Source: an optimization exercise on an open RTL-to-GDS flow (aim: small area, a short achievable clock period and few clock cycles). Production flows keep margins and buffers that such runs may drop. Function was checked by simulation only, so behaviour that the tests miss may differ from the original.

==> flow/design.v <==
module salsa20_add32 (
    input  wire [31:0] a,
    input  wire [31:0] b,
    output wire [31:0] s
);
    wire [31:0] p0 = a ^ b;
    wire [31:0] g0 = a & b;
    wire [31:0] g [0:5];
    wire [31:0] p [0:5];
    assign g[0] = g0;
    assign p[0] = p0;
    genvar l, i;
    generate
        for (l = 0; l < 5; l = l + 1) begin : g_lvl
            for (i = 0; i < 32; i = i + 1) begin : g_bit
                if ((i >> l) & 1) begin : g_comb
                    localparam integer J = ((i >> l) << l) - 1;
                    assign g[l+1][i] = g[l][i] | (p[l][i] & g[l][J]);
                    assign p[l+1][i] = p[l][i] & p[l][J];
                end else begin : g_pass
                    assign g[l+1][i] = g[l][i];
                    assign p[l+1][i] = p[l][i];
                end
            end
        end
    endgenerate
    assign s = p0 ^ {g[5][30:0], 1'b0};
endmodule
module salsa20_qr (
    input  wire [31:0] a_i,
    input  wire [31:0] b_i,
    input  wire [31:0] c_i,
    input  wire [31:0] d_i,
    output wire [31:0] a_o,
    output wire [31:0] b_o,
    output wire [31:0] c_o,
    output wire [31:0] d_o
);
    wire [31:0] s1, s2, s3, s4;
    salsa20_add32 u_s1 (.a(a_i), .b(d_i), .s(s1));
    wire [31:0] b1 = b_i ^ {s1[24:0], s1[31:25]};    
    salsa20_add32 u_s2 (.a(b1), .b(a_i), .s(s2));
    wire [31:0] c1 = c_i ^ {s2[22:0], s2[31:23]};    
    salsa20_add32 u_s3 (.a(c1), .b(b1), .s(s3));
    wire [31:0] d1 = d_i ^ {s3[18:0], s3[31:19]};    
    salsa20_add32 u_s4 (.a(d1), .b(c1), .s(s4));
    wire [31:0] a1 = a_i ^ {s4[13:0], s4[31:14]};    
    assign a_o = a1;
    assign b_o = b1;
    assign c_o = c1;
    assign d_o = d1;
endmodule
module salsa20_round (
    input  wire [511:0] x_i,
    output wire [511:0] x_o      
);
    wire [31:0] x [0:15];
    wire [31:0] y [0:15];    
    genvar i;
    generate
        for (i = 0; i < 16; i = i + 1) begin : g_words
            assign x[i] = x_i[32*i +: 32];
            assign x_o[32*i +: 32] = y[4*(i%4) + i/4];
        end
    endgenerate
    salsa20_qr u_c0 (.a_i(x[0]),  .b_i(x[4]),  .c_i(x[8]),  .d_i(x[12]),
                     .a_o(y[0]),  .b_o(y[4]),  .c_o(y[8]),  .d_o(y[12]));
    salsa20_qr u_c1 (.a_i(x[5]),  .b_i(x[9]),  .c_i(x[13]), .d_i(x[1]),
                     .a_o(y[5]),  .b_o(y[9]),  .c_o(y[13]), .d_o(y[1]));
    salsa20_qr u_c2 (.a_i(x[10]), .b_i(x[14]), .c_i(x[2]),  .d_i(x[6]),
                     .a_o(y[10]), .b_o(y[14]), .c_o(y[2]),  .d_o(y[6]));
    salsa20_qr u_c3 (.a_i(x[15]), .b_i(x[3]),  .c_i(x[7]),  .d_i(x[11]),
                     .a_o(y[15]), .b_o(y[3]),  .c_o(y[7]),  .d_o(y[11]));
endmodule
module xsalsa20_ksg (
    input  wire         clk,
    input  wire         rst,
    input  wire         cmd_valid,
    output wire         cmd_ready,
    input  wire [255:0] cmd_key,
    input  wire [191:0] cmd_nonce,
    input  wire [63:0]  cmd_ctr,
    input  wire [15:0]  cmd_nblocks,
    output wire         ks_valid,
    input  wire         ks_ready,
    output wire [511:0] ks_data,
    output wire         ks_last
);
    localparam [31:0] SIGMA0 = 32'h61707865;
    localparam [31:0] SIGMA1 = 32'h3320646e;
    localparam [31:0] SIGMA2 = 32'h79622d32;
    localparam [31:0] SIGMA3 = 32'h6b206574;
    localparam [1:0] S_IDLE  = 2'd0;   
    localparam [1:0] S_ROUND = 2'd1;   
    localparam [1:0] S_LOAD  = 2'd2;   
    localparam [1:0] S_OUT   = 2'd3;   
    reg [1:0]   state;
    reg         hs;          
    reg [4:0]   round;       
    reg [511:0] x;           
    reg [255:0] subkey;
    reg [63:0]  ntail;       
    reg [63:0]  ctr;         
    reg [15:0]  remaining;   
    wire [511:0] x_r;
    salsa20_round u_round (.x_i(x), .x_o(x_r));
    function [511:0] load_state;
        input [255:0] k;
        input [127:0] v;
        begin
            load_state = {SIGMA3, k[255:128], SIGMA2, v, SIGMA1, k[127:0], SIGMA0};
        end
    endfunction
    wire [63:0]  ctr_inc  = ctr + 64'd1;
    wire [63:0]  ctr_load = (state == S_OUT) ? ctr_inc : ctr;
    wire [511:0] hs_init  = load_state(cmd_key, cmd_nonce[127:0]);
    wire [511:0] blk_init = load_state(subkey, {ctr_load, ntail});
    wire [511:0] j        = load_state(subkey, {ctr, ntail});
    wire last_round = (round == 5'd19);
    wire last_block = (remaining == 16'd1);
    always @(posedge clk) begin
        if (rst) begin
            state     <= S_IDLE;
            round     <= 5'd0;
            remaining <= 16'd0;
        end else begin
            case (state)
                S_IDLE: begin
                    if (cmd_valid) begin
                        x         <= hs_init;
                        ntail     <= cmd_nonce[191:128];
                        ctr       <= cmd_ctr;
                        remaining <= cmd_nblocks;
                        hs        <= 1'b1;
                        round     <= 5'd0;
                        state     <= S_ROUND;
                    end
                end
                S_ROUND: begin
                    x     <= x_r;
                    round <= last_round ? 5'd0 : round + 5'd1;
                    if (last_round) begin
                        if (hs) begin
                            subkey <= {x_r[32*9 +: 32], x_r[32*8 +: 32], x_r[32*7 +: 32], x_r[32*6 +: 32],
                                       x_r[32*15 +: 32], x_r[32*10 +: 32], x_r[32*5 +: 32], x_r[32*0 +: 32]};
                            state  <= S_LOAD;
                        end else begin
                            state  <= S_OUT;
                        end
                    end
                end
                S_LOAD: begin
                    x     <= blk_init;
                    hs    <= 1'b0;
                    state <= S_ROUND;
                end
                S_OUT: begin
                    if (ks_ready) begin
                        remaining <= remaining - 16'd1;
                        if (last_block) begin
                            state <= S_IDLE;
                        end else begin
                            x     <= blk_init;
                            ctr   <= ctr_inc;
                            state <= S_ROUND;
                        end
                    end
                end
                default: state <= S_IDLE;
            endcase
        end
    end
    genvar w;
    generate
        for (w = 0; w < 16; w = w + 1) begin : g_ff
            salsa20_add32 u_ff (.a(x[32*w +: 32]), .b(j[32*w +: 32]), .s(ks_data[32*w +: 32]));
        end
    endgenerate
    assign cmd_ready = (state == S_IDLE);
    assign ks_valid  = (state == S_OUT);
    assign ks_last   = last_block;
endmodule
export LEC_CHECK = 0
export CAP_MARGIN = 40
export CORE_MARGIN = 2
export CORE_UTILIZATION = 30
export SLEW_MARGIN = 20
create_clock -name core_clock -period 35.0 [get_ports {clk}]
standard.sh (not shown) runs the stock make flow with config.mk's settings and CLKGATE_MAP_FILE= SYNTH_SCRIPT=/design/flow/synth_recipe.tcl, a recipe that flattens the netlist after the stock synthesis.
==> flow/flow/run.sh <==
#!/bin/bash
# The standard layout (standard.sh: the standard synthesis and ORFS steps)
# with two changes in how the layout is made; the clock period, the SDC and
# every check are unchanged:
#  * the resizer's timing repair is asked for extra setup slack, so the round
#    logic is sized for speed instead of being left at the minimum sizes that
#    already meet the 35 ns clock;
#  * every input and output port still gets its own buffer, but a plain
#    buf_1 instead of the delay cell buffer_ports picks by default (the
#    repair steps resize it where a port needs more drive).
set -euo pipefail
MARGIN=${REPAIR_MARGIN:-23}
bash standard.sh SETUP_SLACK_MARGIN=$MARGIN \
    "BUFFER_PORTS_ARGS=-buffer_cell sky130_fd_sc_hd__buf_1" \
    finish > standard_flow.log 2>&1
The baseline finished clean.
Testbench counts at the start, summed over its fixed seeds: cycles 37,931.
Rerun with:
--- a/flow/design.v
+++ b/flow/design.v
@@ -1,30 +1,2 @@
-module salsa20_add32 (
-    input  wire [31:0] a,
-    input  wire [31:0] b,
-    output wire [31:0] s
-);
-    wire [31:0] p0 = a ^ b;
-    wire [31:0] g0 = a & b;
-    wire [31:0] g [0:5];
-    wire [31:0] p [0:5];
-    assign g[0] = g0;
-    assign p[0] = p0;
-    genvar l, i;
-    generate
-        for (l = 0; l < 5; l = l + 1) begin : g_lvl
-            for (i = 0; i < 32; i = i + 1) begin : g_bit
-                if ((i >> l) & 1) begin : g_comb
-                    localparam integer J = ((i >> l) << l) - 1;
-                    assign g[l+1][i] = g[l][i] | (p[l][i] & g[l][J]);
-                    assign p[l+1][i] = p[l][i] & p[l][J];
-                end else begin : g_pass
-                    assign g[l+1][i] = g[l][i];
-                    assign p[l+1][i] = p[l][i];
-                end
-            end
-        end
-    endgenerate
-    assign s = p0 ^ {g[5][30:0], 1'b0};
-endmodule
 module salsa20_qr (
     input  wire [31:0] a_i,
@@ -37,12 +9,11 @@
     output wire [31:0] d_o
 );
-    wire [31:0] s1, s2, s3, s4;
-    salsa20_add32 u_s1 (.a(a_i), .b(d_i), .s(s1));
+    wire [31:0] s1 = a_i + d_i;
     wire [31:0] b1 = b_i ^ {s1[24:0], s1[31:25]};    
-    salsa20_add32 u_s2 (.a(b1), .b(a_i), .s(s2));
+    wire [31:0] s2 = b1 + a_i;
     wire [31:0] c1 = c_i ^ {s2[22:0], s2[31:23]};    
-    salsa20_add32 u_s3 (.a(c1), .b(b1), .s(s3));
+    wire [31:0] s3 = c1 + b1;
     wire [31:0] d1 = d_i ^ {s3[18:0], s3[31:19]};    
-    salsa20_add32 u_s4 (.a(d1), .b(c1), .s(s4));
+    wire [31:0] s4 = d1 + c1;
     wire [31:0] a1 = a_i ^ {s4[13:0], s4[31:14]};    
     assign a_o = a1;
@@ -174,5 +145,5 @@
     generate
         for (w = 0; w < 16; w = w + 1) begin : g_ff
-            salsa20_add32 u_ff (.a(x[32*w +: 32]), .b(j[32*w +: 32]), .s(ks_data[32*w +: 32]));
+            assign ks_data[32*w +: 32] = x[32*w +: 32] + j[32*w +: 32];
         end
     endgenerate
The changed run produced a clean layout.
Maximum frequency stays flat.
Wire length went up by 11%.
Cell area went up by 8.9%.
Worst setup slack improved by 0.013 ns.
Non-clock buffer count went up by 144.
Synthesized area went up by 8.9%.
Testbench counts after the change, summed over its fixed seeds: cycles 37,931.

[re-timing with driven ports]
Ports are ideal in the flow. The routed layouts listed here were re-timed in OpenROAD. Step 1, drivers: a clkbuf_16 drives clk and a buf_2 each remaining input, both assumed. Step 2 moves the port delays by t, midway between the first and last clock arrival at a register: inputs arrive t later, outputs are due t later. That takes back most of the time a late clock gives input paths. Slacks: ideal ports / drivers / drivers and shift; pairs: ideal ports / drivers.
run	shift t [ns]	slack for setup (ns)	hold WS [ns]	worst setup path after step 2	worst data-port slew with drivers (ns)
the first run	0.927	23.097 / 23.001 / 23.184	0.483 / 0.483 / 0.483	register to register	0.18
the second run	0.900	23.110 / 23.020 / 22.968	0.520 / 0.520 / 0.520	input to register	0.16
After both steps setup and hold are still met in every run listed. For the second run, which loses most, drivers alone change the setup slack by -0.090 ns; drivers and shift together by -0.142 ns.
